This is an optimization exercise on Yosys and OpenROAD, whose aim is small area, a short achievable clock period and few clock cycles per item, not a production implementation.
RTL that was checked went through simulation tests only; none was proved equivalent to the original.
For runs 1 to 4, only the layout was checked, not whether the RTL still works.

==> flow/design.v <==
module gf32_mul (
    input  wire [24:0] a,
    input  wire [4:0]  b,
    output wire [4:0]  y
);
    assign y = (a[4:0]   & {5{b[0]}}) ^ (a[9:5]   & {5{b[1]}}) ^ (a[14:10] & {5{b[2]}}) ^
               (a[19:15] & {5{b[3]}}) ^ (a[24:20] & {5{b[4]}});
endmodule
module gf32_inv (
    input  wire [4:0]  a,
    output reg  [24:0] g,
    output reg  [4:0]  tau
);
    always @* begin
        case (a)
            5'd0: begin g = 25'h0000000; tau = 5'h00; end
            5'd1: begin g = 25'h0FAAD21; tau = 5'h09; end
            5'd2: begin g = 25'h12131BA; tau = 5'h08; end
            5'd3: begin g = 25'h1C2CA04; tau = 5'h1E; end
            5'd4: begin g = 25'h1A8EEA3; tau = 5'h02; end
            5'd5: begin g = 25'h0953770; tau = 5'h16; end
            5'd6: begin g = 25'h0546059; tau = 5'h13; end
            5'd7: begin g = 25'h14D1E43; tau = 5'h04; end
            5'd8: begin g = 25'h0F3782D; tau = 5'h15; end
            5'd9: begin g = 25'h11FF027; tau = 5'h19; end
            5'd10: begin g = 25'h132863B; tau = 5'h11; end
            5'd11: begin g = 25'h17C0555; tau = 5'h03; end
            5'd12: begin g = 25'h04BB8FB; tau = 5'h1A; end
            5'd13: begin g = 25'h17665F1; tau = 5'h1C; end
            5'd14: begin g = 25'h01332E2; tau = 5'h01; end
            5'd15: begin g = 25'h01539BC; tau = 5'h05; end
            5'd16: begin g = 25'h02D72C5; tau = 5'h0E; end
            5'd17: begin g = 25'h1B2094D; tau = 5'h14; end
            5'd18: begin g = 25'h02716B8; tau = 5'h0D; end
            5'd19: begin g = 25'h07C2DD0; tau = 5'h07; end
            5'd20: begin g = 25'h0799326; tau = 5'h0F; end
            5'd21: begin g = 25'h158A645; tau = 5'h10; end
            5'd22: begin g = 25'h147FF5D; tau = 5'h1F; end
            5'd23: begin g = 25'h0B4AB2C; tau = 5'h0C; end
            5'd24: begin g = 25'h0E99B1A; tau = 5'h12; end
            5'd25: begin g = 25'h1240EF6; tau = 5'h1D; end
            5'd26: begin g = 25'h1E3D7E2; tau = 5'h06; end
            5'd27: begin g = 25'h065FE2C; tau = 5'h18; end
            5'd28: begin g = 25'h0B22511; tau = 5'h0A; end
            5'd29: begin g = 25'h10399F4; tau = 5'h17; end
            5'd30: begin g = 25'h1AEE124; tau = 5'h0B; end
            5'd31: begin g = 25'h1E6EC77; tau = 5'h1B; end
            default: begin g = 25'h0; tau = 5'h0; end
        endcase
    end
endmodule
module gf32_log (
    input  wire [4:0]  a,
    output wire [30:0] m
);
    assign m[30] = (a == 5'd1);
    assign m[29] = (a == 5'd2);
    assign m[28] = (a == 5'd4);
    assign m[27] = (a == 5'd8);
    assign m[26] = (a == 5'd16);
    assign m[25] = (a == 5'd5);
    assign m[24] = (a == 5'd10);
    assign m[23] = (a == 5'd20);
    assign m[22] = (a == 5'd13);
    assign m[21] = (a == 5'd26);
    assign m[20] = (a == 5'd17);
    assign m[19] = (a == 5'd7);
    assign m[18] = (a == 5'd14);
    assign m[17] = (a == 5'd28);
    assign m[16] = (a == 5'd29);
    assign m[15] = (a == 5'd31);
    assign m[14] = (a == 5'd27);
    assign m[13] = (a == 5'd19);
    assign m[12] = (a == 5'd3);
    assign m[11] = (a == 5'd6);
    assign m[10] = (a == 5'd12);
    assign m[9] = (a == 5'd24);
    assign m[8] = (a == 5'd21);
    assign m[7] = (a == 5'd15);
    assign m[6] = (a == 5'd30);
    assign m[5] = (a == 5'd25);
    assign m[4] = (a == 5'd23);
    assign m[3] = (a == 5'd11);
    assign m[2] = (a == 5'd22);
    assign m[1] = (a == 5'd9);
    assign m[0] = (a == 5'd18);
endmodule
module flex_bch (
    input  wire        clk,
    input  wire        rst,
    input  wire        in_valid,
    output wire        in_ready,
    input  wire        in_op,
    input  wire [31:0] in_word,
    output wire        out_valid,
    input  wire        out_ready,
    output wire [31:0] out_word,
    output wire        out_ok,
    output wire [1:0]  out_nfix
);
    wire [4:0] s1, s3;
    wire [9:0] e;            
    assign s1[0] = ^(in_word[30:0] & 31'h4259F1BA);
    assign s1[1] = ^(in_word[30:0] & 31'h212CF8DD);
    assign s1[2] = ^(in_word[30:0] & 31'h12CF8DD4);
    assign s1[3] = ^(in_word[30:0] & 31'h967C6EA);
    assign s1[4] = ^(in_word[30:0] & 31'h4B3E375);
    assign s3[0] = ^(in_word[30:0] & 31'h4327DC56);
    assign s3[1] = ^(in_word[30:0] & 31'h1F715A19);
    assign s3[2] = ^(in_word[30:0] & 31'h64FB8AD);
    assign s3[3] = ^(in_word[30:0] & 31'h3EE2B432);
    assign s3[4] = ^(in_word[30:0] & 31'hAD0C9F7);
    assign e[0] = ^(in_word[20:0] & 21'h1ABC94);
    assign e[1] = ^(in_word[20:0] & 21'hD5E4A);
    assign e[2] = ^(in_word[20:0] & 21'h6AF25);
    assign e[3] = ^(in_word[20:0] & 21'h19EB06);
    assign e[4] = ^(in_word[20:0] & 21'hCF583);
    assign e[5] = ^(in_word[20:0] & 21'h1CC655);
    assign e[6] = ^(in_word[20:0] & 21'h14DFBE);
    assign e[7] = ^(in_word[20:0] & 21'hA6FDF);
    assign e[8] = ^(in_word[20:0] & 21'h1F8B7B);
    assign e[9] = ^(in_word[20:0] & 21'h157929);
    wire [24:0] g;
    wire [4:0]  tau, x1, x2, tr;
    gf32_inv u_tab (.a(s1), .g(g), .tau(tau));
    gf32_mul u_x2  (.a(g), .b(s3), .y(x2));
    assign x1 = x2 ^ s1;
    wire trc    = ~^(tau & s3);
    wire d_fix  = !in_op && !trc;
    wire d_ok   = in_op || (s1 == 5'd0 && s3 == 5'd0) || d_fix;
    wire [9:0] d_hi = in_op ? {e[0], e[1], e[2], e[3], e[4], e[5], e[6], e[7], e[8], e[9]}
                            : in_word[30:21];
    reg        full;
    reg        b31, ok, fix;
    reg [30:0] word;
    reg [4:0]  r1, r2;
    assign in_ready  = !full || out_ready;
    assign out_valid = full;
    always @(posedge clk) begin
        if (rst)
            full <= 1'b0;
        else if (in_ready)
            full <= in_valid;
    end
    always @(posedge clk) begin
        if (in_ready) begin
            b31  <= in_word[31] && !d_ok;
            ok   <= d_ok;
            fix  <= d_fix;
            word <= {d_hi, in_word[20:0]};
            r1   <= x1;
            r2   <= x2;
        end
    end
    wire [30:0] m1, m2;
    gf32_log u_m1 (.a(r1), .m(m1));
    gf32_log u_m2 (.a(r2), .m(m2));
    assign out_word = {b31, word ^ ((m1 | m2) & {31{fix}})};
    assign out_ok   = ok;
    assign out_nfix = {fix && r1 != 5'd0, fix && r1 == 5'd0};
endmodule
==> flow/run.sh <==
#!/bin/bash
# synth_recipe.tcl (not shown) runs the flow's synth.tcl, then flattens the netlist and writes it again
# the make line also repeats each setting of config.mk as NAME=value (left out here)
make -C /OpenROAD-flow-scripts/flow DESIGN_CONFIG=/design/flow/config.mk WORK_HOME=/design/flow/orfs CLKGATE_MAP_FILE= SYNTH_SCRIPT=/design/flow/synth_recipe.tcl finish
==> flow/config.mk <==
export PLATFORM = sky130hd
export DESIGN_NAME = flex_bch
export DESIGN_NICKNAME = flex_bch
export VERILOG_FILES = /design/flow/design.v
export SDC_FILE = /design/flow/constraint.sdc
export NUM_CORES = 4
export LEC_CHECK = 0
export CAP_MARGIN = 20
export CORE_MARGIN = 2
export CORE_UTILIZATION = 40
export PLACE_DENSITY = 0.6
export SLEW_MARGIN = 20
==> flow/constraint.sdc <==
create_clock -name core_clock -period 8.0 [get_ports {clk}]
set_input_delay 1.6000 -clock core_clock [delete_from_list [all_inputs] [get_ports {clk}]]
set_output_delay 1.6000 -clock core_clock [all_outputs]
set_load 0.01 [all_outputs]
==> results of run 1 <==
-- through the flow --
stage / hold slack, ns / cell area [um^2]
6_report: 0.9377 / 6785
5_1_grt: 1.013 / 6785
4_1_cts: 0.9612 / 6785
3_5_place_dp: 0.9464 / 6646
3_3_place_gp: 0.9242 / 6646
2_1_floorplan: 1.594 / 5919
-- routing by layer --
layer  up-vias  GRT usage, %  wire [um]
met1      2430         32.08       7914
met5         -             0          0
li1       2351             -          -
met2       283         37.01       8631
met4         0         6.405        397
met3        27         4.715       1447
-- placed cells by master, fill, tap and decap left out, types with 3 or more instances in the layout --
master	n
o211ai_1	10
edfxtp_1	44
o22ai_1	37
nand2b_1	8
nand3b_1	5
a221oi_1	5
xnor2_1	121
xor2_1	22
a22oi_1	3
mux2i_1	11
or3_1	3
nand2_1	74
o221ai_1	8
nor3_1	9
xor3_1	3
inv_1	5
o21ai_0	15
xnor2_2	7
nand3_1	14
a211oi_1	8
a31oi_1	4
xnor3_2	5
nor2_1	25
o2111ai_1	3
clkbuf_16	5
or2_2	7
a21oi_1	20
xor2_2	3
o21ai_1	6
ha_1	8
xnor3_1	20
mux2_2	12
clkdlybuf4s50_1	73
o31ai_1	6
and3_1	3
buf_4	9
o21a_1	3
-- tightest hold or removal path, delay by kind of cell (launching register included) --
kind                   cells  cell delay (ns)
flip-flops                 1             0.35
AND/OR/NAND/NOR            1             0.06
buffers and inverters      1             0.30
-- flip-flops by register name (all words and copies together) (netlist names) --
name / flops
full: 1
ok: 1
r1: 5
word: 31
r2: 5
fix: 1
b31: 1
-- kinds of logic after synthesis --
kind of cell | share of synthesized area (%)
XOR/XNOR | 35.49
AND/OR/NAND/NOR | 12.53
AO/OA/AOI/OAI | 17.52
buffers and inverters | 5.770
flip-flops | 22.66
multiplexers | 4.333
adder cells (fa/ha/maj) | 1.691
-- worst paths after layout --
kind	end	slack, ns	cells past startpoint
worst min register to register	word[20]$_DFFE_PP_	0.94	2
worst min-delay path	word[20]$_DFFE_PP_	0.94	2
worst max-delay path	r1[0]$_DFFE_PP_	1.60	13
worst max register to register	r2[3]$_DFFE_PP_	6.74	2
-- cell type report --
cell class	instances	area [um^2]	share of cell area (%)
clock buffers	6	128.9	1.899
clock inverters	2	10.01	0.1475
inverters	8	30.03	0.4426
multi-input cells	525	4247	62.59
flip-flops and latches	45	1341	19.77
well taps	184	230.2	3.393
repair buffers	82	798.3	11.76
==> impl_metrics.json, run 1 <==
{
  "slew_headroom_pct": 26.66,
  "n_fill_cell": 1369,
  "dp.cells": 844,
  "place_hpwl_um": 13840,
  "cts_setup_buffers": 0,
  "synth-main-ff-cell": "edfxtp_1",
  "core-area_mm2": 0.01448,
  "cp.arrival_ns": 6.41,
  "cts.reportedPaths.clkPinSlew_ns": 0.06,
  "period_needed_ns": 6.396,
  "synth_cell_types": 68,
  "path_delay_family": "XOR/XNOR gates",
  "yosysSeqAreaShare_pct": 22.66,
  "grt_pass1_wl_um": 28950,
  "fin_ws_ns": 1.604,
  "first_pass_iters": 6,
  "drv_slew": 0,
  "tritoncts": "yes",
  "insertion_delay_ns": 0.28,
  "avgSynthCellArea_um2": 9.381,
  "end_kind": "flip-flop",
  "tns_ns": 0,
  "cp.required_ns": 8.02,
  "gr-usage-all-layers_pct": 23.17,
  "synth_edf_count": 44,
  "route.antenna.remaining_nets": 0,
  "row_count": 44,
  "rr_startpoint": "full$_SDFFE_PP0P_",
  "port_buffers": 73,
  "htree_num_levels": 2,
  "status": "timing/DRC/antenna clean",
  "dieArea_mm2": 0.01579,
  "cts_hold_buffers": 0,
  "grt_max_degree": 48,
  "hp-class": "reg -> reg",
  "finalHoldViolCount": 0,
  "gp_congestion": 0.9266,
  "cts_buffers": 5,
  "drt_iter0_drc": 744,
  "final_util_pct": 46.86,
  "ys_ff_latch": 45,
  "drcViolationCount": 0,
  "nets": 712,
  "antenna_found_initial": 0,
  "final_cells": 852,
  "initial_utilization_pct": 40.88,
  "path_common_cell": "xnor2_1",
  "hold_start": "full$_SDFFE_PP0P_",
  "clockBufferDepth": 2,
  "via_count": 5091,
  "routed_wl_um": 18390,
  "yosys.area.top_type": "edfxtp_1",
  "vias_per_cell": 5.975,
  "synth_cells": 631,
  "layout-drive-gt1-share_pct": 10.03,
  "ys_warn_count": 2,
  "worstSetupStartpointType": "input pin",
  "skew_ns": 0.008839,
  "path_cells": "clkdlybuf4s50_1, xnor2_2, xnor3_1, xnor3_2, ha_1, clkinv_1, nor2_1, o311ai_1, and4_1, o21ai_1, o2111ai_1, xnor2_1, xnor2_1",
  "post-place-ws_ns": 1.474,
  "rsz0062_at_grt": "no",
  "first_global_vias": 4965,
  "period_share_pct": 79.95,
  "synthTopCellsByArea": "edfxtp_1 (22%), xnor2_1 (18%), xnor3_1 (7.6%)",
  "tightest_slew_ns": 1.092,
  "wl_per_cell_um": 21.59,
  "crit_fanout": 22,
  "critPathLaunch": "in_word[4]",
  "crit_type": "in -> reg",
  "cp_num_buf_inv": 2,
  "finalSetupViolCount": 0,
  "syn-num-nets": 676,
  "syn2layout_area_growth_pct": 14.63,
  "cpPeakStageDelay_ns": 0.70,
  "cts_resized": 0,
  "ios": 74,
  "synthArstFlopShare_pct": 0,
  "clock-sinks": 45,
  "clock.fmax_mhz": 156.3,
  "die_h_um": 125.7,
  "syn_area_mm2": 0.005919,
  "cp_slowest_cell": "ha_1",
  "ys_top_cells_by_count": "xnor2_1 (121), nand2_1 (74), edfxtp_1 (44)",
  "root_buffer": "clkbuf_16",
  "dieWidth_um": 125.7,
  "grt-ovfl-total": 0,
  "synth_top_cell_area_share_pct": 22.32,
  "antenna_cells": 0,
  "synth_most_common_cell": "xnor2_1",
  "maxCapViolations": 0
}
==> run 2, diff against run 1 <==
--- a/flow/config.mk
+++ b/flow/config.mk
@@ -5,8 +5,10 @@
 export SDC_FILE = /design/flow/constraint.sdc
 export NUM_CORES = 4
 export LEC_CHECK = 0
+export ABC_CLOCK_PERIOD_IN_PS = 4000
 export CAP_MARGIN = 20
 export CORE_MARGIN = 2
 export CORE_UTILIZATION = 40
 export PLACE_DENSITY = 0.6
+export SETUP_SLACK_MARGIN = 3.5
 export SLEW_MARGIN = 20
==> run 2 against run 1 <==
Net effect:
- still clean on timing, DRC and antenna
- sequential share of layout area shrank 4.2 points
- setup slack gained 1.5 ns
- count of clock-buffer cells in the layout shrank 1
- fmax grew 30%
- cell count grew 12%
- utilization grew 12 points
- via count grew 16%
- synthesized area is the same
- sequential cell count is the same
- die area is the same
==> impl_metrics.json, run 2 <==
{
  "status": "timing/DRC/antenna clean",
  "drt_iter0_drc": 1065,
  "dieWidth_um": 125.7,
  "clockBufferDepth": 2,
  "synthTopCellsByArea": "edfxtp_1 (22%), xnor2_1 (18%), xnor3_1 (7.6%)",
  "yosys.area.top_type": "edfxtp_1",
  "finalHoldViolCount": 0,
  "largest_reg_flops": 31,
  "synth-main-ff-cell": "edfxtp_1",
  "period_share_pct": 61.46,
  "routed_wl_um": 22580,
  "crit_fanout": 5,
  "ys_top_cells_by_count": "xnor2_1 (121), nand2_1 (74), edfxtp_1 (44)",
  "cp.arrival_ns": 4.94,
  "htree_num_levels": 2,
  "first_global_vias": 5638,
  "tightest_slew_ns": 0.9984,
  "clock.fmax_mhz": 203.4,
  "layout_common_cells": "xnor2_1 (100), buf_4 (88), nand2_1 (69), edfxtp_1 (44), clkdlybuf4s50_1 (42)",
  "worstSetupStartpointType": "input pin",
  "row_count": 44,
  "route.antenna.remaining_nets": 0,
  "synth_top_cell_area_share_pct": 22.32,
  "n_fill_cell": 1135,
  "via_count": 5894,
  "die_h_um": 125.7,
  "drv_slew": 0,
  "end_kind": "flip-flop",
  "final_util_pct": 59.33,
  "grt-ovfl-total": 0,
  "largest-register": "word",
  "gr-usage-all-layers_pct": 26.83,
  "wl_per_cell_um": 23.65,
  "hp-class": "reg -> reg",
  "root_buffer": "clkbuf_16",
  "syn_area_mm2": 0.005919,
  "port_buffers": 73,
  "nets": 815,
  "vias_per_cell": 6.172,
  "slew_headroom_pct": 33.44,
  "gp_congestion": 0.9889,
  "synth_cells": 631,
  "ios": 74,
  "syn2layout_area_growth_pct": 45.13,
  "drcViolationCount": 0,
  "synth_cell_types": 68,
  "period_needed_ns": 4.917,
  "insertion_delay_ns": 0.28,
  "ys_warn_count": 2,
  "synth_most_common_cell": "xnor2_1",
  "place_hpwl_um": 14300,
  "antenna_cells": 0,
  "clock-sinks": 45,
  "finalSetupViolCount": 0,
  "cts_hold_buffers": 0,
  "synth_edf_count": 44,
  "skew_ns": 0.004974,
  "layout-drive-gt1-share_pct": 37.87,
  "mostFrequentLayoutCell": "xnor2_1",
  "yosysSeqAreaShare_pct": 22.66,
  "cts.reportedPaths.clkPinSlew_ns": 0.06,
  "syn-num-nets": 676,
  "avgSynthCellArea_um2": 9.381,
  "first_pass_iters": 8,
  "tritoncts": "yes",
  "tns_ns": 0,
  "cp_slowest_cell": "xnor3_2",
  "grt_max_degree": 34,
  "ys_ff_latch": 45,
  "path_cells": "buf_12, xor3_2, xnor3_2, xnor3_4, buf_12, ha_4, clkinv_8, buf_8, mux2i_1, a2bb2oi_2, o221ai_2, xor2_2, xnor2_2, xnor2_2, xnor2_1",
  "cpPeakStageDelay_ns": 0.44,
  "antenna_found_initial": 0,
  "crit_type": "in -> reg",
  "dieArea_mm2": 0.01579,
  "maxCapViolations": 0,
  "synthArstFlopShare_pct": 0,
  "rsz0062_at_grt": "yes",
  "cp.required_ns": 8.02,
  "grt_pass1_wl_um": 33210,
  "initial_utilization_pct": 40.88,
  "cts_buffers": 5,
  "core-area_mm2": 0.01448
}
run 2: changes by cell type in the layout (fill, tap and decap cells not counted), moves of 6 or more:
cell / before / now
ha_4: 0 / 6
xnor2_1: 121 / 100
buf_2: 0 / 6
xor2_1: 22 / 13
xnor2_2: 7 / 24
xnor3_1: 20 / 11
buf_6: 0 / 11
buf_12: 0 / 13
xnor3_2: 5 / 13
clkdlybuf4s50_1: 73 / 42
ha_1: 8 / 0
buf_4: 9 / 88
run 2: final timing paths:
path                     start                 end  slack, ns  depth (start not counted)
min          full$_SDFFE_PP0P_  word[24]$_DFFE_PP_       0.77                          2
min reg2reg  full$_SDFFE_PP0P_  word[24]$_DFFE_PP_       0.77                          2
max reg2reg  full$_SDFFE_PP0P_  word[26]$_DFFE_PP_       6.94                          2
max                in_word[11]     r1[0]$_DFFE_PP_       3.08                         15
run 2: area by class of cell:
cell class | instances | area (um^2) | share of cell area, %
clock inverters | 3 | 17.52 | 0.2039
inverters | 8 | 85.08 | 0.9904
clock buffers | 5 | 125.1 | 1.456
repair buffers | 181 | 1704 | 19.84
multi-input cells | 529 | 5087 | 59.22
well taps | 184 | 230.2 | 2.680
flip-flops and latches | 45 | 1341 | 15.61
run 2: what timing repair did:
| item | in CTS | in global routing |
|---|---|---|
| buffers inserted | 65 | 34 |
| resized for setup | 177 | 107 |
| endpoints found under the setup margin | 14 | 13 |
| cloned | 5 | 0 |
| pin swaps | 59 | 53 |
run 2: cells by family after synthesis:
kind of cell | count (synthesis) | share of synthesized area [%]
flops | 45 | 22.66
buf+inv | 61 | 5.770
simple gates | 160 | 12.53
fa+ha+maj | 8 | 1.691
xor+xnor | 183 | 35.49
compound gates | 150 | 17.52
mux | 24 | 4.333
run 2: per-layer routing:
layer,global-route usage (%),part of all wire [%]
met1,35.53,40
met4,13.20,6.1
met2,43.75,46
met3,3.101,8.2
met5,0,0
run 2: metrics by stage:
step	cells	hold slack, ns	setup WS (ns)	instance area, um^2
2_1_floorplan	631	1.594	3.289	6066
3_3_place_gp	843	0.9102	1.551	6710
3_5_place_dp	843	0.9355	1.643	6710
4_1_cts	921	0.7797	3.103	8028
5_1_grt	955	0.8151	3.060	8591
6_report	955	0.7704	3.083	8591
run 2: worst max-delay path, delay by kind of cell:
kind	cells	cell delay (ns)
adders and majority gates	1	0.32
xor gates and xnor gates	7	2.03
buffers and inverters	4	0.47
muxes	1	0.16
AOI/OAI and AO/OA	2	0.37
==> run 3, diff against run 2 <==
--- a/flow/design.v
+++ b/flow/design.v
@@ -100,40 +100,72 @@
 );
     wire [4:0] s1, s3;
     wire [9:0] e;            
-    assign s1[0] = ^(in_word[30:0] & 31'h4259F1BA);
-    assign s1[1] = ^(in_word[30:0] & 31'h212CF8DD);
-    assign s1[2] = ^(in_word[30:0] & 31'h12CF8DD4);
-    assign s1[3] = ^(in_word[30:0] & 31'h967C6EA);
-    assign s1[4] = ^(in_word[30:0] & 31'h4B3E375);
-    assign s3[0] = ^(in_word[30:0] & 31'h4327DC56);
-    assign s3[1] = ^(in_word[30:0] & 31'h1F715A19);
-    assign s3[2] = ^(in_word[30:0] & 31'h64FB8AD);
-    assign s3[3] = ^(in_word[30:0] & 31'h3EE2B432);
-    assign s3[4] = ^(in_word[30:0] & 31'hAD0C9F7);
-    assign e[0] = ^(in_word[20:0] & 21'h1ABC94);
-    assign e[1] = ^(in_word[20:0] & 21'hD5E4A);
-    assign e[2] = ^(in_word[20:0] & 21'h6AF25);
-    assign e[3] = ^(in_word[20:0] & 21'h19EB06);
-    assign e[4] = ^(in_word[20:0] & 21'hCF583);
-    assign e[5] = ^(in_word[20:0] & 21'h1CC655);
-    assign e[6] = ^(in_word[20:0] & 21'h14DFBE);
-    assign e[7] = ^(in_word[20:0] & 21'hA6FDF);
-    assign e[8] = ^(in_word[20:0] & 21'h1F8B7B);
-    assign e[9] = ^(in_word[20:0] & 21'h157929);
-    wire [24:0] g;
-    wire [4:0]  tau, x1, x2, tr;
-    gf32_inv u_tab (.a(s1), .g(g), .tau(tau));
-    gf32_mul u_x2  (.a(g), .b(s3), .y(x2));
-    assign x1 = x2 ^ s1;
-    wire trc    = ~^(tau & s3);
-    wire d_fix  = !in_op && !trc;
-    wire d_ok   = in_op || (s1 == 5'd0 && s3 == 5'd0) || d_fix;
+    wire xn31 = in_word[4] ^ in_word[15];
+    wire xn32 = in_word[2] ^ in_word[11];
+    wire xn33 = in_word[1] ^ in_word[14];
+    wire xn34 = in_word[10] ^ in_word[18];
+    wire xn35 = in_word[0] ^ in_word[8];
+    wire xn36 = in_word[3] ^ in_word[12];
+    wire xn37 = in_word[7] ^ in_word[19];
+    wire xn38 = in_word[16] ^ in_word[17];
+    wire xn39 = in_word[22] ^ in_word[25];
+    wire xn40 = in_word[5] ^ in_word[20];
+    wire xn41 = in_word[6] ^ in_word[9];
+    wire xn42 = xn31 ^ xn32;
+    wire xn43 = xn33 ^ xn34;
+    wire xn44 = in_word[13] ^ in_word[15];
+    wire xn45 = in_word[21] ^ in_word[24];
+    wire xn46 = xn35 ^ xn40;
+    wire xn47 = in_word[13] ^ in_word[17];
+    wire xn48 = in_word[0] ^ in_word[14];
+    wire xn49 = in_word[11] ^ in_word[16];
+    wire xn50 = xn36 ^ xn37;
+    wire xn51 = xn38 ^ xn41;
+    wire xn52 = xn36 ^ xn49;
+    wire xn53 = xn32 ^ xn44;
+    wire xn54 = in_word[23] ^ in_word[26];
+    wire xn55 = in_word[8] ^ in_word[16];
+    wire xn56 = in_word[13] ^ in_word[14];
+    wire xn57 = in_word[9] ^ in_word[20];
+    wire xn58 = in_word[10] ^ in_word[12];
+    wire xn59 = in_word[27] ^ in_word[28];
+    wire xn60 = in_word[7] ^ in_word[27];
+    wire xn61 = in_word[6] ^ in_word[23];
+    wire xn62 = xn35 ^ xn37;
+    wire xn63 = in_word[19] ^ xn41;
+    wire xn64 = xn39 ^ xn59;
+    wire xn65 = xn33 ^ xn55;
+    wire xn66 = xn39 ^ xn61;
+    wire xn67 = xn45 ^ xn48;
+    wire xn68 = xn31 ^ xn54;
+    wire xn69 = xn47 ^ xn58;
+    wire xn70 = xn46 ^ xn51;
+    wire xn71 = xn42 ^ xn66;
+    wire xn72 = xn42 ^ xn43;
+    assign s1[0] = ((((in_word[13] ^ in_word[30]) ^ xn31) ^ (xn39 ^ xn40)) ^ (xn50 ^ xn65));
+    assign s1[1] = ((((in_word[13] ^ in_word[18]) ^ (in_word[29] ^ in_word[6])) ^ xn42) ^ (xn50 ^ xn67));
+    assign s1[2] = ((((in_word[28] ^ in_word[8]) ^ xn34) ^ (xn37 ^ xn38)) ^ xn71);
+    assign s1[3] = ((((in_word[15] ^ in_word[22]) ^ (in_word[3] ^ in_word[5])) ^ (xn45 ^ xn60)) ^ (xn43 ^ xn51));
+    assign s1[4] = ((((in_word[21] ^ in_word[2]) ^ xn56) ^ xn68) ^ xn70);
+    assign s3[0] = ((((in_word[12] ^ in_word[25]) ^ (in_word[30] ^ in_word[6])) ^ (xn38 ^ xn45)) ^ xn72);
+    assign s3[1] = ((((in_word[26] ^ in_word[4]) ^ xn57) ^ xn52) ^ (xn64 ^ xn67));
+    assign s3[2] = ((((in_word[0] ^ in_word[18]) ^ (in_word[26] ^ in_word[5])) ^ (xn38 ^ xn39)) ^ (xn50 ^ xn53));
+    assign s3[3] = ((((in_word[1] ^ in_word[21]) ^ (in_word[29] ^ in_word[5])) ^ xn64) ^ (xn68 ^ xn69));
+    assign s3[4] = (((xn33 ^ xn60) ^ xn46) ^ xn71);
+    assign e[0] = (xn69 ^ ((in_word[20] ^ xn37) ^ xn42));
+    assign e[1] = (xn63 ^ (xn43 ^ xn52));
+    assign e[2] = (xn53 ^ ((in_word[9] ^ (in_word[17] ^ in_word[5])) ^ (xn34 ^ xn35)));
+    assign e[3] = (xn65 ^ ((in_word[19] ^ xn57) ^ xn53));
+    assign e[4] = (xn62 ^ ((in_word[12] ^ xn44) ^ xn43));
+    assign e[5] = (xn63 ^ (((in_word[20] ^ in_word[2]) ^ xn31) ^ (xn34 ^ xn48)));
+    assign e[6] = (((in_word[9] ^ (in_word[7] ^ in_word[8])) ^ (xn36 ^ xn40)) ^ xn72);
+    assign e[7] = (((in_word[4] ^ (in_word[10] ^ in_word[3])) ^ (xn32 ^ xn33)) ^ ((xn41 ^ xn47) ^ xn62));
+    assign e[8] = ((((in_word[19] ^ in_word[1]) ^ xn31) ^ (in_word[3] ^ (in_word[11] ^ in_word[18]))) ^ xn70);
+    assign e[9] = (xn52 ^ ((in_word[18] ^ xn56) ^ xn46));
     wire [9:0] d_hi = in_op ? {e[0], e[1], e[2], e[3], e[4], e[5], e[6], e[7], e[8], e[9]}
                             : in_word[30:21];
     reg        full;
-    reg        b31, ok, fix;
     reg [30:0] word;
-    reg [4:0]  r1, r2;
     assign in_ready  = !full || out_ready;
     assign out_valid = full;
     always @(posedge clk) begin
@@ -142,20 +174,31 @@
         else if (in_ready)
             full <= in_valid;
     end
+    reg       b31, op;
+    reg [4:0] rs1, rs3;
     always @(posedge clk) begin
         if (in_ready) begin
-            b31  <= in_word[31] && !d_ok;
-            ok   <= d_ok;
-            fix  <= d_fix;
+            b31  <= in_word[31];
+            op   <= in_op;
             word <= {d_hi, in_word[20:0]};
-            r1   <= x1;
-            r2   <= x2;
+            rs1  <= s1;
+            rs3  <= s3;
         end
     end
+    wire [24:0] g;
+    wire [4:0]  tau, x1, x2;
+    gf32_inv u_tab (.a(rs1), .g(g), .tau(tau));
+    gf32_mul u_x2  (.a(g), .b(rs3), .y(x2));
+    assign x1 = x2 ^ rs1;
+    wire trc = ~^(tau & rs3);
+    wire fix = !op && !trc;
+    wire ok  = op || (rs1 == 5'd0 && rs3 == 5'd0) || fix;
+    wire [4:0] r1 = x1, r2 = x2;
+    wire b31_out = b31 && !ok;
     wire [30:0] m1, m2;
     gf32_log u_m1 (.a(r1), .m(m1));
     gf32_log u_m2 (.a(r2), .m(m2));
-    assign out_word = {b31, word ^ ((m1 | m2) & {31{fix}})};
+    assign out_word = {b31_out, word ^ ((m1 | m2) & {31{fix}})};
     assign out_ok   = ok;
     assign out_nfix = {fix && r1 != 5'd0, fix && r1 == 5'd0};
 endmodule
==> run 3 against run 2 <==
Net effect:
- global-route usage fell by 1.2 points
- critical path depth fell by 5
- clock skew rose by 0.0042 ns
- sequential share of layout area rose by 6.1 points
- fmax rose by 8.0%
- via count rose by 2.3%
- design area rose by 1.6%
- count of clock-buffer cells in the layout rose by 4
==> impl_metrics.json, run 3 <==
{
  "antenna_cells": 0,
  "core-area_mm2": 0.01589,
  "avgSynthCellArea_um2": 9.656,
  "tritoncts": "yes",
  "die_h_um": 131.5,
  "ys_ff_latch": 73,
  "dieArea_mm2": 0.01728,
  "row_count": 46,
  "period_share_pct": 56.89,
  "tns_ns": 0,
  "skew_ns": 0.009222,
  "grt-ovfl-total": 0,
  "drv_slew": 0,
  "via_count": 6029,
  "htree_num_levels": 3,
  "synth_cell_types": 67,
  "insertion_delay_ns": 0.34,
  "ios": 74,
  "fin_ws_ns": 3.449,
  "path_cells": "buf_4, and2_1, xor3_1, xnor3_1, buf_4, or3_4, o22ai_2, nand2_1, xnor2_2, buf_2",
  "first_global_vias": 5510,
  "met3_usage_pct": 3.279,
  "routed_wl_um": 22870,
  "largest-register": "word",
  "grt_pass1_wl_um": 34040,
  "nets": 837,
  "dieWidth_um": 131.5,
  "finalHoldViolCount": 0,
  "antenna_found_initial": 0,
  "cts.reportedPaths.clkPinSlew_ns": 0.06,
  "wl_per_cell_um": 22.58,
  "drt_iter0_drc": 834,
  "synth_edf_count": 43,
  "gp_congestion": 0.9344,
  "syn-num-nets": 718,
  "grt_max_degree": 42,
  "yosys.area.top_type": "edfxtp_1",
  "path_common_cell": "buf_4",
  "syn2layout_area_growth_pct": 34.35,
  "clock.fmax_mhz": 219.7,
  "clockBufferDepth": 2,
  "synthTopCellsByArea": "edfxtp_1 (20%), xnor2_1 (16%), dfxtp_1 (9.2%)",
  "period_needed_ns": 4.551,
  "slew_headroom_pct": 52.99,
  "drcViolationCount": 0,
  "worstSetupStartpointType": "flip-flop",
  "cpPeakStageDelay_ns": 0.51,
  "crit_type": "reg -> out",
  "synth_top_cell_area_share_pct": 19.87,
  "end_kind": "output pin",
  "port_buffers": 73,
  "first_pass_iters": 5,
  "mostFrequentLayoutCell": "xnor2_1",
  "clock-sinks": 73,
  "syn_area_mm2": 0.006499,
  "synth-main-ff-cell": "edfxtp_1",
  "gr-usage-all-layers_pct": 25.58,
  "post-place-ws_ns": 2.585,
  "synth_cells": 673,
  "maxCapViolations": 0,
  "cp.arrival_ns": 2.95,
  "ys_top_cells_by_count": "xnor2_1 (119), nand2_1 (103), edfxtp_1 (43)",
  "cp_slowest_cell": "edfxtp_1",
  "route.antenna.remaining_nets": 0,
  "rsz0062_at_grt": "yes",
  "synthArstFlopShare_pct": 0,
  "largest_reg_flops": 31,
  "finalSetupViolCount": 0,
  "layout-drive-gt1-share_pct": 31.12,
  "vias_per_cell": 5.952,
  "synth_most_common_cell": "xnor2_1",
  "yosysSeqAreaShare_pct": 29.11,
  "tightest_slew_ns": 0.7030,
  "layout_common_cells": "xnor2_1 (95), nand2_1 (91), buf_4 (68), edfxtp_1 (43), dfxtp_1 (30)",
  "grt_busiest_layer": "met2",
  "initial_utilization_pct": 40.91,
  "crit_fanout": 4,
  "cts_buffers": 9,
  "hp-class": "reg -> reg",
  "ys_warn_count": 2,
  "grtUsageMet1_pct": 36.86,
  "whs_ns": 0.7928,
  "status": "timing/DRC/antenna clean",
  "grt_use_met2_pct": 40.69,
  "root_buffer": "clkbuf_16",
  "cp.required_ns": 6.40,
  "place_hpwl_um": 15340
}
-- run 3: cell types whose count changed in the layout (fill, tap and decap cells not counted), sizes merged, moves of 6 or more --
cell / change
buf: -25
clkbuf: +8
clkdlybuf4s50: -22
dfxtp: +29
dlygate4sd2: +8
dlymetal6s2s: +9
inv: +9
nand2: +28
nor2: +7
o221ai: -7
o31ai: -6
or2: -6
xnor2: -7
-- run 3: path summary, 6_finish.rpt --
path / slack (ns) / cells after the start / startpoint / to
hold reg to reg: 0.79 / 2 / full$_SDFFE_PP0N_ / word[30]$_DFFE_PN_
hold / removal: 0.79 / 2 / full$_SDFFE_PP0N_ / word[30]$_DFFE_PN_
setup / recovery: 3.45 / 10 / rs3[4]$_DFFE_PN_ / out_word[18]
setup reg to reg: 5.34 / 9 / full$_SDFFE_PP0N_ / u_x2.a[6]$_DFF_P_
-- run 3: cells by family (layout without fill, tap and decap cells) --
kind of cell,after synthesis,after routing,share of synthesized area (%)
and+or+nand+nor,186,187,12.40
xor gates and xnor gates,184,184,32.52
adders and majority gates,8,8,1.540
DFF,73,73,29.11
muxes,30,32,5.660
buffers and inverters,57,178,4.293
AOI/OAI and AO/OA,135,135,14.48
-- run 3: timing repair --
action	4_1_cts	5_1_grt
hold buffers	0	0
setup endpoints to repair	63	59
pin swaps	18	25
gates cloned	2	1
gates resized for setup	154	95
buffers inserted	43	29
-- run 3: final cells by class --
class / instances / area (um^2)
well taps: 216 / 270.3
clock inverters: 7 / 73.82
inverters: 10 / 46.29
clock buffers: 9 / 225.2
fillers: 1449 / 7154
flip-flops and latches: 73 / 1892
multi-input cells: 546 / 4962
repair buffers: 152 / 1261
-- run 3: stage by stage --
stage / area [um^2] / instances / util (%)
6_report: 8731 / 1013 / 54.96
5_1_grt: 8731 / 1013 / 54.96
4_1_cts: 8289 / 983 / 52.18
3_5_place_dp: 7330 / 922 / 46.14
3_3_place_gp: 7330 / 922 / 46.14
2_1_floorplan: 6513 / 673 / -
-- run 3: per-layer routing --
layer	vias to the layer above	wire length [um]
li1	2638	-
met1	2913	9858
met2	416	10500
met3	62	1943
met4	0	576
met5	-	0
-- run 3: worst max-delay path, delay by kind of cell (launching register included) --
family,cells,cell delay [ns]
buffers and inverters,3,0.51
flip-flops,1,0.51
AO/OA/AOI/OAI,1,0.14
AND/OR/NAND/NOR,3,0.71
XOR/XNOR,3,0.72
==> run 4, diff against run 3 <==
--- a/flow/design.v
+++ b/flow/design.v
@@ -174,27 +174,27 @@
         else if (in_ready)
             full <= in_valid;
     end
-    reg       b31, op;
-    reg [4:0] rs1, rs3;
+    wire [24:0] g;
+    wire [4:0]  tau, x1, x2;
+    gf32_inv u_tab (.a(s1), .g(g), .tau(tau));
+    gf32_mul u_x2  (.a(g), .b(s3), .y(x2));
+    assign x1 = x2 ^ s1;
+    wire trc = ~^(tau & s3);
+    wire d_fix = !in_op && !trc;
+    wire d_ok  = in_op || (s1 == 5'd0 && s3 == 5'd0) || d_fix;
+    reg       b31, ok, fix;
+    reg [4:0] r1, r2;
     always @(posedge clk) begin
         if (in_ready) begin
-            b31  <= in_word[31];
-            op   <= in_op;
+            b31  <= in_word[31] && !d_ok;
+            ok   <= d_ok;
+            fix  <= d_fix;
             word <= {d_hi, in_word[20:0]};
-            rs1  <= s1;
-            rs3  <= s3;
+            r1   <= x1;
+            r2   <= x2;
         end
     end
-    wire [24:0] g;
-    wire [4:0]  tau, x1, x2;
-    gf32_inv u_tab (.a(rs1), .g(g), .tau(tau));
-    gf32_mul u_x2  (.a(g), .b(rs3), .y(x2));
-    assign x1 = x2 ^ rs1;
-    wire trc = ~^(tau & rs3);
-    wire fix = !op && !trc;
-    wire ok  = op || (rs1 == 5'd0 && rs3 == 5'd0) || fix;
-    wire [4:0] r1 = x1, r2 = x2;
-    wire b31_out = b31 && !ok;
+    wire b31_out = b31;
     wire [30:0] m1, m2;
     gf32_log u_m1 (.a(r1), .m(m1));
     gf32_log u_m2 (.a(r2), .m(m2));
--- a/flow/config.mk
+++ b/flow/config.mk
@@ -5,7 +5,6 @@
 export SDC_FILE = /design/flow/constraint.sdc
 export NUM_CORES = 4
 export LEC_CHECK = 0
-export ABC_CLOCK_PERIOD_IN_PS = 4000
 export CAP_MARGIN = 20
 export CORE_MARGIN = 2
 export CORE_UTILIZATION = 40
==> run 4 against run 3 <==
Net effect:
- critical endpoint is now b31$_DFFE_PP_
- largest cell class unchanged
- synthesized cell count decreased by 7.0%
- synthesized area shrank 7.9%
- utilization rose by 1.1 points
- sequential share of layout area fell by 5.3 points
==> impl_metrics.json, run 4 <==
{
  "grt_pass1_wl_um": 32250,
  "drt_iter0_drc": 728,
  "grt_max_degree": 43,
  "clock-sinks": 45,
  "grt-ovfl-total": 0,
  "largest_reg_flops": 31,
  "drv_slew": 0,
  "clockBufferDepth": 2,
  "synth_cell_types": 70,
  "largest-register": "word",
  "avgSynthCellArea_um2": 9.562,
  "synth-main-ff-cell": "edfxtp_1",
  "via_count": 5752,
  "antenna_cells": 0,
  "routed_wl_um": 21850,
  "post-place-ws_ns": 1.719,
  "place_hpwl_um": 14080,
  "gp_congestion": 0.9315,
  "tightest_slew_ns": 0.9439,
  "cts.reportedPaths.clkPinSlew_ns": 0.06,
  "antenna_found_initial": 0,
  "cp.arrival_ns": 5.14,
  "die_h_um": 126.3,
  "syn-num-nets": 671,
  "finalHoldViolCount": 0,
  "port_buffers": 73,
  "cp.required_ns": 8.04,
  "layout-drive-gt1-share_pct": 28.92,
  "synth_edf_count": 44,
  "ios": 74,
  "drcViolationCount": 0,
  "layout_common_cells": "xnor2_1 (94), buf_4 (62), nand2_1 (52), edfxtp_1 (44), clkdlybuf4s50_1 (44)",
  "cts_buffers": 5,
  "wl_per_cell_um": 23.64,
  "place_area_mm2": 0.006875,
  "n_fill_cell": 1218,
  "slew_headroom_pct": 37.07,
  "yosys.area.top_type": "edfxtp_1",
  "crit_fanout": 26,
  "htree_num_levels": 2,
  "tns_ns": 0,
  "tritoncts": "yes",
  "core-area_mm2": 0.01459,
  "ys_warn_count": 2,
  "maxCapViolations": 0,
  "syn2layout_area_growth_pct": 36.62,
  "gr-usage-all-layers_pct": 26.02,
  "period_needed_ns": 5.092,
  "dieArea_mm2": 0.01596,
  "dieWidth_um": 126.3,
  "route.antenna.remaining_nets": 0,
  "status": "timing/DRC/antenna clean",
  "clock.fmax_mhz": 196.4,
  "ys_top_cells_by_count": "xnor2_1 (110), nand2_1 (56), edfxtp_1 (44)",
  "vias_per_cell": 6.225,
  "hp-class": "reg -> reg",
  "fin_ws_ns": 2.908,
  "initial_utilization_pct": 41.03,
  "synth_most_common_cell": "xnor2_1",
  "row_count": 44,
  "cts_hold_buffers": 0,
  "insertion_delay_ns": 0.29,
  "first_global_vias": 5497,
  "root_buffer": "clkbuf_16",
  "end_kind": "flip-flop",
  "first_pass_iters": 6,
  "syn_area_mm2": 0.005986,
  "synthArstFlopShare_pct": 0,
  "synth_top_cell_area_share_pct": 22.07,
  "synthTopCellsByArea": "edfxtp_1 (22%), xnor2_1 (16%), xnor3_1 (6.4%)",
  "worstSetupStartpointType": "input pin",
  "skew_ns": 0.005911,
  "synth_cells": 626,
  "rsz0062_at_grt": "yes",
  "ys_ff_latch": 45,
  "period_share_pct": 63.65,
  "crit_type": "in -> reg",
  "finalSetupViolCount": 0,
  "mostFrequentLayoutCell": "xnor2_1",
  "final_area_mm2": 0.008178,
  "nets": 784,
  "whs_ns": 0.7597,
  "yosysSeqAreaShare_pct": 22.41
}
## run 4: through the flow
stage / instances / util (%)
floorplan: 626 / -
global placement: 841 / 47.13
detailed placement: 841 / 47.13
CTS: 903 / 54.20
global route: 924 / 56.05
finish: 924 / 56.05
## run 4: cells by family (layout without fill, tap and decap cells)
logic type                 after synthesis  count (layout)  share of synthesized area [%]
AOI/OAI and AO/OA                      154             154                          18.39
xor gates and xnor gates               173             178                          33.67
and+or+nand+nor                        140             140                          11.12
buffers and inverters                   61             170                          4.787
adders and majority gates                8               8                          1.672
DFF                                     45              45                          22.41
muxes                                   45              45                          7.943
## run 4: layer usage
layer | track usage (%) | share of wire, %
met2 | 42.98 | 46
met1 | 34.74 | 41
met5 | 0 | 0
met3 | 3.248 | 8.1
met4 | 10.67 | 4.6
## run 4: what timing repair did
action,4_1_cts,5_1_grt
gates resized for setup,141,57
setup endpoints to repair,14,13
pin swaps,41,36
cloned,6,0
setup buffers,48,21
## run 4: worst paths after layout
| kind | endpoint | slack (ns) | cells past startpoint | start |
|---|---|---|---|---|
| worst max-delay path | b31$_DFFE_PP_ | 2.91 | 13 | in_word[6] |
| worst min-delay path | word[20]$_DFFE_PP_ | 0.76 | 2 | full$_SDFFE_PP0P_ |
| worst max register to register | word[5]$_DFFE_PP_ | 6.95 | 2 | full$_SDFFE_PP0P_ |
| worst min register to register | word[20]$_DFFE_PP_ | 0.76 | 2 | full$_SDFFE_PP0P_ |
## run 4: cell type report
| cell class | count | area (um^2) | share of cell area [%] |
|---|---|---|---|
| Tap cell | 184 | 230.2 | 2.815 |
| Inverter | 12 | 63.81 | 0.7803 |
| Multi-Input combinational cell | 525 | 4976 | 60.85 |
| Clock inverter | 1 | 30.03 | 0.3672 |
| Timing Repair Buffer | 150 | 1394 | 17.04 |
| Clock buffer | 7 | 142.6 | 1.744 |
| Sequential cell | 45 | 1341 | 16.40 |
## run 4: critical path, stage by stage
cell     delay [ns]
buf_12         0.10
xor3_1         0.43
buf_4          0.13
xnor3_2        0.46
xnor3_4        0.53
buf_12         0.20
nor2_2         0.17
a31oi_1        0.11
a211o_1        0.32
a221o_1        0.34
or3_4          0.35
and4b_1        0.21
o21a_1         0.16
==> run 5, diff against run 4 <==
--- a/flow/design.v
+++ b/flow/design.v
@@ -175,26 +175,32 @@
             full <= in_valid;
     end
     wire [24:0] g;
-    wire [4:0]  tau, x1, x2;
+    wire [4:0]  tau;
     gf32_inv u_tab (.a(s1), .g(g), .tau(tau));
-    gf32_mul u_x2  (.a(g), .b(s3), .y(x2));
-    assign x1 = x2 ^ s1;
-    wire trc = ~^(tau & s3);
-    wire d_fix = !in_op && !trc;
-    wire d_ok  = in_op || (s1 == 5'd0 && s3 == 5'd0) || d_fix;
-    reg       b31, ok, fix;
-    reg [4:0] r1, r2;
+    wire [4:0] pa, pb;
+    gf32_mul u_pa (.a({10'd0, g[14:0]}), .b({2'b00, s3[2:0]}), .y(pa));
+    gf32_mul u_pb (.a({g[24:15], 15'd0}), .b({s3[4:3], 3'b000}), .y(pb));
+    wire d_ta = ~^(tau[2:0] & s3[2:0]);
+    wire d_tb = ^(tau[4:3] & s3[4:3]);
+    reg       b31, op, remz, ta, tb;
+    reg [4:0] ra, rb, rc;
     always @(posedge clk) begin
         if (in_ready) begin
-            b31  <= in_word[31] && !d_ok;
-            ok   <= d_ok;
-            fix  <= d_fix;
+            b31  <= in_word[31];
+            op   <= in_op;
+            remz <= (s1 == 5'd0 && s3 == 5'd0);
+            ta   <= d_ta;
+            tb   <= d_tb;
             word <= {d_hi, in_word[20:0]};
-            r1   <= x1;
-            r2   <= x2;
+            ra   <= pa;
+            rb   <= pb;
+            rc   <= pb ^ s1;
         end
     end
-    wire b31_out = b31;
+    wire fix = !op && !(ta ^ tb);
+    wire ok  = op || remz || fix;
+    wire [4:0] r1 = ra ^ rc, r2 = ra ^ rb;
+    wire b31_out = b31 && !ok;
     wire [30:0] m1, m2;
     gf32_log u_m1 (.a(r1), .m(m1));
     gf32_log u_m2 (.a(r2), .m(m2));
--- a/flow/config.mk
+++ b/flow/config.mk
@@ -9,5 +9,5 @@
 export CORE_MARGIN = 2
 export CORE_UTILIZATION = 40
 export PLACE_DENSITY = 0.6
-export SETUP_SLACK_MARGIN = 3.5
+export SETUP_SLACK_MARGIN = 0
 export SLEW_MARGIN = 20
==> run 5 against run 4 <==
Net effect:
- largest cell class unchanged
- setup slack worse by 0.87 ns
- sequential share of layout area grew 6.0 points
- utilization shrank 8.3 points
- fmax decreased by 15%
- critical path depth increased by 1
==> impl_metrics.json, run 5 <==
{
  "route.antenna.remaining_nets": 0,
  "avgSynthCellArea_um2": 8.940,
  "rr_startpoint": "full$_SDFFE_PP0P_",
  "synth_edf_count": 51,
  "dieWidth_um": 125.7,
  "synthAdderAreaFrac_pct": 1.689,
  "place_hpwl_um": 14170,
  "core-area_mm2": 0.01448,
  "insertion_delay_ns": 0.29,
  "rsz0062_at_grt": "no",
  "grtUsageMet1_pct": 32.06,
  "slew_headroom_pct": 36.63,
  "layout_common_cells": "xnor2_1 (142), nand2_1 (97), clkdlybuf4s50_1 (73), edfxtp_1 (51), nor2_1 (42)",
  "syn_area_mm2": 0.005927,
  "mostFrequentLayoutCell": "xnor2_1",
  "hold_depth": 2,
  "cts_setup_buffers": 0,
  "final_cells": 893,
  "grt_max_degree": 53,
  "place_area_mm2": 0.006769,
  "cp.arrival_ns": 6.00,
  "yosysSeqAreaShare_pct": 26.18,
  "reg2reg_slack_ns": 6.61,
  "crit_type": "in -> reg",
  "largest-register": "word",
  "final_area_mm2": 0.006920,
  "synth_cell_types": 60,
  "synth_top_family_by_area": "XOR/XNOR gates",
  "n_fill_cell": 1387,
  "timing.rr.end": "word[3]$_DFFE_PP_",
  "gp_congestion": 0.9961,
  "synthArstFlopShare_pct": 0,
  "synth_xor_area_share_pct": 35.91,
  "clock.fmax_mhz": 167.6,
  "layout-drive-gt1-share_pct": 6.065,
  "wl_per_cell_um": 21.00,
  "cts.reportedPaths.clkPinSlew_ns": 0.07,
  "r2r_cells": 2,
  "synth_top_cell_area_share_pct": 25.84,
  "hold_start": "full$_SDFFE_PP0P_",
  "met3_usage_pct": 2.506,
  "status": "timing/DRC/antenna clean",
  "antenna_cells": 0,
  "hp-class": "reg -> reg",
  "skew_ns": 0.006106,
  "maxCapViolations": 0,
  "ys_warn_count": 2,
  "finalSetupViolCount": 0,
  "min_to": "op$_DFFE_PP_",
  "ys_top_cells_by_count": "xnor2_1 (143), nand2_1 (97), edfxtp_1 (51)",
  "initial_utilization_pct": 40.94,
  "grt-ovfl-total": 0,
  "root_buffer": "clkbuf_16",
  "gr-usage-all-layers_pct": 23.35,
  "dieArea_mm2": 0.01581,
  "tightest_slew_ns": 0.9491,
  "worstSetupStartpointType": "input pin",
  "drt_iter0_drc": 652,
  "crit_fanout": 17,
  "via_count": 5331,
  "die_h_um": 125.7,
  "port_buffers": 73,
  "end_kind": "flip-flop",
  "synthTopCellsByArea": "edfxtp_1 (26%), xnor2_1 (21%), nand2_1 (6.1%)",
  "ys_ff_latch": 52,
  "finalHoldViolCount": 0,
  "grt_busiest_layer": "met2",
  "synth.mux.area_fraction_pct": 2.787,
  "first_pass_iters": 6,
  "tns_ns": 0,
  "cts_resized": 0,
  "yosys.area.top_type": "edfxtp_1",
  "grt_use_met2_pct": 38.73,
  "syn2layout_area_growth_pct": 16.76,
  "synth_compound_area_share_pct": 16.32,
  "htree_num_levels": 2,
  "cp.required_ns": 8.03,
  "drv_slew": 0,
  "syn-num-nets": 708,
  "synth-main-ff-cell": "edfxtp_1",
  "period_needed_ns": 5.967,
  "ios": 74,
  "clock-sinks": 52,
  "largest_reg_flops": 31,
  "row_count": 44,
  "synthSimpleGateAreaFrac_pct": 13.32,
  "period_share_pct": 74.59,
  "antenna_found_initial": 0,
  "synth_cells": 663,
  "cts_buffers": 5,
  "grt_pass1_wl_um": 29080,
  "cts_hold_buffers": 0,
  "vias_per_cell": 5.970,
  "tritoncts": "yes",
  "nets": 753,
  "drcViolationCount": 0,
  "clockBufferDepth": 2,
  "first_global_vias": 5159,
  "synth_most_common_cell": "xnor2_1",
  "dp.cells": 885,
  "routed_wl_um": 18760,
  "critPathLaunch": "in_word[12]"
}
-- run 5: cell types whose count changed after synthesis, moves of 10 or more --
cell,before,now
nand2_1,56,97
xor2_1,24,36
nand3_1,8,21
xnor2_1,110,143
mux2i_1,34,3
a21oi_1,19,29
nor2_1,28,42
-- run 5: layer usage --
layer  part of all wire, %  up-vias
met5                     0        -
met4                   2.3        0
met3                   6.3       33
met2                    48      300
met1                    43     2557
li1                      -     2441
-- run 5: cell type report --
type / count / area, um^2 / share of cell area [%]
Timing Repair Buffer: 81 / 790.8 / 11.43
Tap cell: 184 / 230.2 / 3.327
Multi-Input combinational cell: 559 / 4168 / 60.22
Clock buffer: 5 / 125.1 / 1.808
Inverter: 9 / 33.78 / 0.4882
Clock inverter: 3 / 21.27 / 0.3074
Sequential cell: 52 / 1551 / 22.42
-- run 5: per-stage QoR --
stage,hold WS [ns],setup slack [ns],utilization (%)
2_1_floorplan,1.669,2.978,-
3_3_place_gp,1.065,1.996,46.75
3_5_place_dp,1.074,1.880,46.75
4_1_cts,1.090,2.172,47.76
5_1_grt,1.121,1.821,47.80
6_report,1.049,2.033,47.80
-- run 5: critical path, stage by stage --
cell and delay (ns):
clkdlybuf4s50_1 0.56, xnor2_1 0.67, xnor3_1 0.45, xor2_1 0.47, xor2_2 0.16, buf_4 0.25, inv_2 0.15, ha_1 0.33
nor2_1 0.38, a21oi_1 0.12, a2111oi_0 0.36, nor4_1 0.12, xor2_1 0.20, xnor2_1 0.14
-- run 5: cells by family after synthesis --
group | after synthesis
AO/OA/AOI/OAI | 144
XOR/XNOR | 205
adder cells (fa/ha/maj) | 8
buffers and inverters | 52
flip-flops | 52
multiplexers | 14
AND/OR/NAND/NOR | 188
-- run 5: worst max path at each step --
stage	cells past startpoint	slack [ns]	to
detailed placement	14	1.88	rc[3]$_DFFE_PP_
global placement	13	2.00	ra[3]$_DFFE_PP_
finish	14	2.03	rc[3]$_DFFE_PP_
CTS	14	2.17	rc[3]$_DFFE_PP_
floorplan	14	2.98	ra[0]$_DFFE_PP_
global route	14	1.82	rc[3]$_DFFE_PP_
Testbench counts of run 5, summed over its fixed seeds: cycles 4,808, items 4,800.
==> run 6, diff against run 5 <==
--- a/flow/config.mk
+++ b/flow/config.mk
@@ -9,5 +9,5 @@
 export CORE_MARGIN = 2
 export CORE_UTILIZATION = 40
 export PLACE_DENSITY = 0.6
-export SETUP_SLACK_MARGIN = 0
+export SETUP_SLACK_MARGIN = 2
 export SLEW_MARGIN = 20
==> run 6 against run 5 <==
Net effect:
- design area increased by 0.22%
- critical path type unchanged
- setup slack improved by 0.25 ns
- synthesized cell count unchanged
- die area unchanged
- critical path depth unchanged
- cell count unchanged
- non-clock buffer count unchanged
- worst hold slack improved by 0.0018 ns
==> impl_metrics.json, run 6 <==
{
  "hp-class": "reg -> reg",
  "status": "timing/DRC/antenna clean",
  "synth_most_common_cell": "xnor2_1",
  "yosys.area.top_type": "edfxtp_1",
  "layout_common_cells": "xnor2_1 (140), nand2_1 (97), clkdlybuf4s50_1 (73), edfxtp_1 (51), nor2_1 (42)",
  "cp_num_buf_inv": 3,
  "die_h_um": 125.7,
  "place_hpwl_um": 14170,
  "rsz0062_at_grt": "no",
  "synth_top_cell_area_share_pct": 25.84,
  "dieArea_mm2": 0.01581,
  "end_kind": "flip-flop",
  "ys_top_cells_by_count": "xnor2_1 (143), nand2_1 (97), edfxtp_1 (51)",
  "cts.reportedPaths.clkPinSlew_ns": 0.07,
  "synth_edf_count": 51,
  "syn_area_mm2": 0.005927,
  "routed_wl_um": 18770,
  "grt_max_degree": 53,
  "first_global_vias": 5159,
  "route.antenna.remaining_nets": 0,
  "drcViolationCount": 0,
  "via_count": 5339,
  "largest-register": "word",
  "cp.arrival_ns": 5.75,
  "worstSetupStartpointType": "input pin",
  "synthArstFlopShare_pct": 0,
  "path_cells": "clkdlybuf4s50_1, xnor2_2, xnor3_1, xor2_1, xor2_2, buf_4, inv_2, ha_1, nor2_1, a21oi_1, a2111oi_0, nor4_1, xor2_1, xnor2_1",
  "period_share_pct": 71.48,
  "path_common_cell": "xor2_1",
  "period_needed_ns": 5.718,
  "path_delay_family": "XOR/XNOR gates",
  "clock-sinks": 52,
  "cts_hold_buffers": 0,
  "grt_pass1_wl_um": 29080,
  "cp.required_ns": 8.03,
  "first_pass_iters": 5,
  "syn2layout_area_growth_pct": 17.01,
  "maxCapViolations": 0,
  "tns_ns": 0,
  "clockBufferDepth": 2,
  "slew_headroom_pct": 36.30,
  "cpPeakStageDelay_ns": 0.58,
  "cts_buffers": 5,
  "grt-ovfl-total": 0,
  "ys_warn_count": 2,
  "cts_setup_buffers": 0,
  "cts_resized": 0,
  "synth-main-ff-cell": "edfxtp_1",
  "ys_ff_latch": 52,
  "fin_ws_ns": 2.282,
  "synthTopCellsByArea": "edfxtp_1 (26%), xnor2_1 (21%), nand2_1 (6.1%)",
  "nets": 753,
  "avgSynthCellArea_um2": 8.940,
  "crit_type": "in -> reg",
  "yosysSeqAreaShare_pct": 26.18,
  "largest_reg_flops": 31,
  "layout-drive-gt1-share_pct": 6.347,
  "root_buffer": "clkbuf_16",
  "vias_per_cell": 5.979,
  "mostFrequentLayoutCell": "xnor2_1",
  "ios": 74,
  "synth_cells": 663,
  "row_count": 44,
  "crit_fanout": 17,
  "clock.fmax_mhz": 174.9,
  "skew_ns": 0.005713,
  "syn-num-nets": 708,
  "tritoncts": "yes",
  "port_buffers": 73,
  "drt_iter0_drc": 650,
  "finalHoldViolCount": 0,
  "core-area_mm2": 0.01448,
  "htree_num_levels": 2,
  "antenna_found_initial": 0,
  "gr-usage-all-layers_pct": 23.35,
  "wl_per_cell_um": 21.02,
  "reg2reg_slack_ns": 6.61,
  "cp_slowest_cell": "clkdlybuf4s50_1",
  "synth_cell_types": 60,
  "drv_slew": 0,
  "tightest_slew_ns": 0.9540,
  "insertion_delay_ns": 0.29,
  "dieWidth_um": 125.7,
  "initial_utilization_pct": 40.94,
  "post-place-ws_ns": 1.880,
  "gp_congestion": 0.9961,
  "antenna_cells": 0,
  "finalSetupViolCount": 0
}
[run 6: cell counts after synthesis]
Identical to the previous run, type by type.
[run 6: layout make-up]
class	count	area [um^2]
multi-input cells	559	4183
fillers	1384	7543
flip-flops and latches	52	1551
clock inverters	3	21.27
clock buffers	5	125.1
well taps	184	230.2
inverters	9	33.78
repair buffers	81	790.8
[run 6: worst paths after layout]
kind / startpoint / endpoint / depth (start not counted)
max: in_word[12] / rc[3]$_DFFE_PP_ / 14
max reg2reg: full$_SDFFE_PP0P_ / word[3]$_DFFE_PP_ / 2
min reg2reg: full$_SDFFE_PP0P_ / rc[2]$_DFFE_PP_ / 2
min: full$_SDFFE_PP0P_ / rc[2]$_DFFE_PP_ / 2
[run 6: through the flow]
stage	area, um^2	utilization, %	hold WS, ns	std cells
5_1_grt	6935	47.90	1.121	893
6_report	6935	47.90	1.051	893
4_1_cts	6915	47.76	1.090	893
3_3_place_gp	6769	46.75	1.065	885
3_5_place_dp	6769	46.75	1.074	885
2_1_floorplan	5927	-	1.669	663
[run 6: kinds of logic after synthesis]
family | share of synthesized area, %
AND/OR/NAND/NOR | 13.32
buffers and inverters | 3.800
multiplexers | 2.787
flip-flops | 26.18
XOR/XNOR | 35.91
adder cells (fa/ha/maj) | 1.689
AO/OA/AOI/OAI | 16.32
[run 6: tightest hold or removal path, stage by stage (launching register included)]
cell	delay, ns
dfxtp_1	0.34
nand2b_2	0.11
buf_4	0.34
[run 6: metal layers]
layer  vias up  GRT usage (%)  part of all wire, %
li1       2440              -                    -
met1      2520          32.06                   42
met2       328          38.73                   47
met3        51          2.506                  7.3
met4         0          7.516                  3.0
met5         -              0                    0
==> run 7, diff against run 6 <==
--- a/flow/config.mk
+++ b/flow/config.mk
@@ -9,5 +9,5 @@
 export CORE_MARGIN = 2
 export CORE_UTILIZATION = 40
 export PLACE_DENSITY = 0.6
-export SETUP_SLACK_MARGIN = 2
+export SETUP_SLACK_MARGIN = 4.5
 export SLEW_MARGIN = 20
==> run 7 against run 6 <==
Net effect:
- synthesized cell count stayed put
- first-iteration DRC count is 52% higher
- fmax is 28% higher
- critical path type unchanged
==> impl_metrics.json, run 7 <==
{
  "status": "timing/DRC/antenna clean",
  "path_delay_family": "XOR/XNOR gates",
  "nets": 906,
  "drt_iter0_drc": 990,
  "insertion_delay_ns": 0.29,
  "place_hpwl_um": 14500,
  "initial_utilization_pct": 40.94,
  "final_util_pct": 70.76,
  "vias_per_cell": 6.264,
  "ys_top_cells_by_count": "xnor2_1 (143), nand2_1 (97), edfxtp_1 (51)",
  "place_area_mm2": 0.006890,
  "ys_ff_latch": 52,
  "synth_cells": 663,
  "dieWidth_um": 125.7,
  "slew_headroom_pct": 52.12,
  "port_buffers": 73,
  "cp.required_ns": 8.02,
  "rsz0062_at_grt": "yes",
  "drv_slew": 0,
  "route.antenna.remaining_nets": 0,
  "wl_per_cell_um": 25.59,
  "synth_top_cell_area_share_pct": 25.84,
  "antenna_found_initial": 0,
  "tritoncts": "yes",
  "largest-register": "word",
  "routed_wl_um": 26750,
  "cp_num_buf_inv": 5,
  "first_global_vias": 6205,
  "layout_common_cells": "buf_4 (105), xnor2_1 (90), nand2_1 (55), edfxtp_1 (51), xnor2_2 (40)",
  "grt_max_degree": 27,
  "finalSetupViolCount": 0,
  "tightest_slew_ns": 0.7147,
  "synthTopCellsByArea": "edfxtp_1 (26%), xnor2_1 (21%), nand2_1 (6.1%)",
  "drcViolationCount": 0,
  "cp_slowest_cell": "xor3_2",
  "clockBufferDepth": 2,
  "crit_fanout": 11,
  "cts.reportedPaths.clkPinSlew_ns": 0.07,
  "yosysSeqAreaShare_pct": 26.18,
  "skew_ns": 0.004299,
  "antenna_cells": 0,
  "grt_pass1_wl_um": 37400,
  "ios": 74,
  "rr_startpoint": "full$_SDFFE_PP0P_",
  "layout-drive-gt1-share_pct": 56.10,
  "yosys.area.top_type": "edfxtp_1",
  "worstSetupStartpointType": "input pin",
  "finalHoldViolCount": 0,
  "hp-class": "reg -> reg",
  "reg2reg_slack_ns": 6.60,
  "period_needed_ns": 4.459,
  "tns_ns": 0,
  "path_cells": "clkbuf_4, xor3_2, xor2_4, buf_12, xor2_4, buf_4, inv_4, ha_4, buf_4, o21ai_0, nor2_1, nor3_1, o21bai_1, xnor2_1, xnor2_2",
  "grt-ovfl-total": 0,
  "critPathLaunch": "in_word[4]",
  "largest_reg_flops": 31,
  "gp_congestion": 0.9459,
  "synth_most_common_cell": "xnor2_1",
  "cp.arrival_ns": 4.48,
  "crit_type": "in -> reg",
  "synth_edf_count": 51,
  "via_count": 6546,
  "cpPeakStageDelay_ns": 0.48,
  "end_kind": "flip-flop",
  "final_area_mm2": 0.01024,
  "gr-usage-all-layers_pct": 30.96
}
[run 7: through the flow]
stage / worst slack (ns) / cells
final: 3.541 / 1045
after global routing: 3.486 / 1045
after CTS: 3.511 / 1004
after detailed placement: 1.967 / 883
after global placement: 1.965 / 883
after floorplan: 3.428 / 663
[run 7: kinds of logic after synthesis]
| kind of cell | count (synthesis) | share of synthesized area, % |
|---|---|---|
| flip-flops | 52 | 26.18 |
| AND/OR/NAND/NOR | 188 | 13.32 |
| buffers and inverters | 52 | 3.800 |
| multiplexers | 14 | 2.787 |
| adder cells (fa/ha/maj) | 8 | 1.689 |
| AO/OA/AOI/OAI | 144 | 16.32 |
| XOR/XNOR | 205 | 35.91 |
[run 7: final timing paths]
kind | endpoint | cells past startpoint
max reg2reg | b31$_DFFE_PP_ | 1
min reg2reg | word[7]$_DFFE_PP_ | 1
min | word[7]$_DFFE_PP_ | 1
max | ta$_DFFE_PP_ | 15
[run 7: area by class of cell]
| cell class | instances | area (um^2) |
|---|---|---|
| Multi-Input combinational cell | 564 | 6127 |
| Fill cell | 961 | 4234 |
| Timing Repair Buffer | 229 | 2156 |
| Sequential cell | 52 | 1551 |
| Tap cell | 184 | 230.2 |
| Clock buffer | 5 | 125.1 |
| Inverter | 9 | 42.54 |
| Clock inverter | 2 | 12.51 |
[run 7: routing by layer]
metal	vias to the layer above	GRT usage [%]	share of wire, %
met3	177	5.777	9.7
met5	-	0	0
met4	0	16.14	7.6
li1	2757	-	-
met2	520	50.52	46
met1	3092	39.19	36
[run 7: timing repair]
item	4_1_cts	5_1_grt
endpoints found under the setup margin	61	55
hold buffers	0	0
cloned	10	0
resized for setup	478	160
pin swaps	119	134
buffers inserted	104	41

-- separate check: timing with driven ports --
No port has a modelled driver above. Below, the same layouts with a new extraction and two added sets of constraints. Step 1 (the two cells are an assumption about what drives the block):
set clk [get_ports {clk}]
set_driving_cell -lib_cell sky130_fd_sc_hd__clkbuf_16 $clk
set_driving_cell -lib_cell sky130_fd_sc_hd__buf_2 [delete_from_list [all_inputs] $clk]
Step 2 also shifts input and output timing later by t, the mid clock arrival at the registers, as if the neighbouring blocks saw the same clock. Three values: ideal, step 1, step 2; two values: the first two.
| run | t, ns | slack for setup (ns) | worst setup path at the end |
|---|---|---|---|
| run 1 | 0.313 | 1.604 / 1.607 / 1.294 | input to register |
| run 2 | 0.316 | 3.083 / 3.065 / 2.750 | input to register |
| run 3 | 0.380 | 3.449 / 3.405 / 3.164 | input to register |
| run 4 | 0.322 | 2.908 / 2.896 / 2.574 | input to register |
| run 5 | 0.324 | 2.033 / 2.043 / 1.719 | input to register |
| run 6 | 0.325 | 2.282 / 2.292 / 1.967 | input to register |
| run 7 | 0.323 | 3.541 / 3.531 / 3.208 | input to register |
After both steps setup and hold are still met in every run listed. For run 4, which loses most, drivers alone change the setup slack by -0.012 ns; drivers and shift together by -0.334 ns.
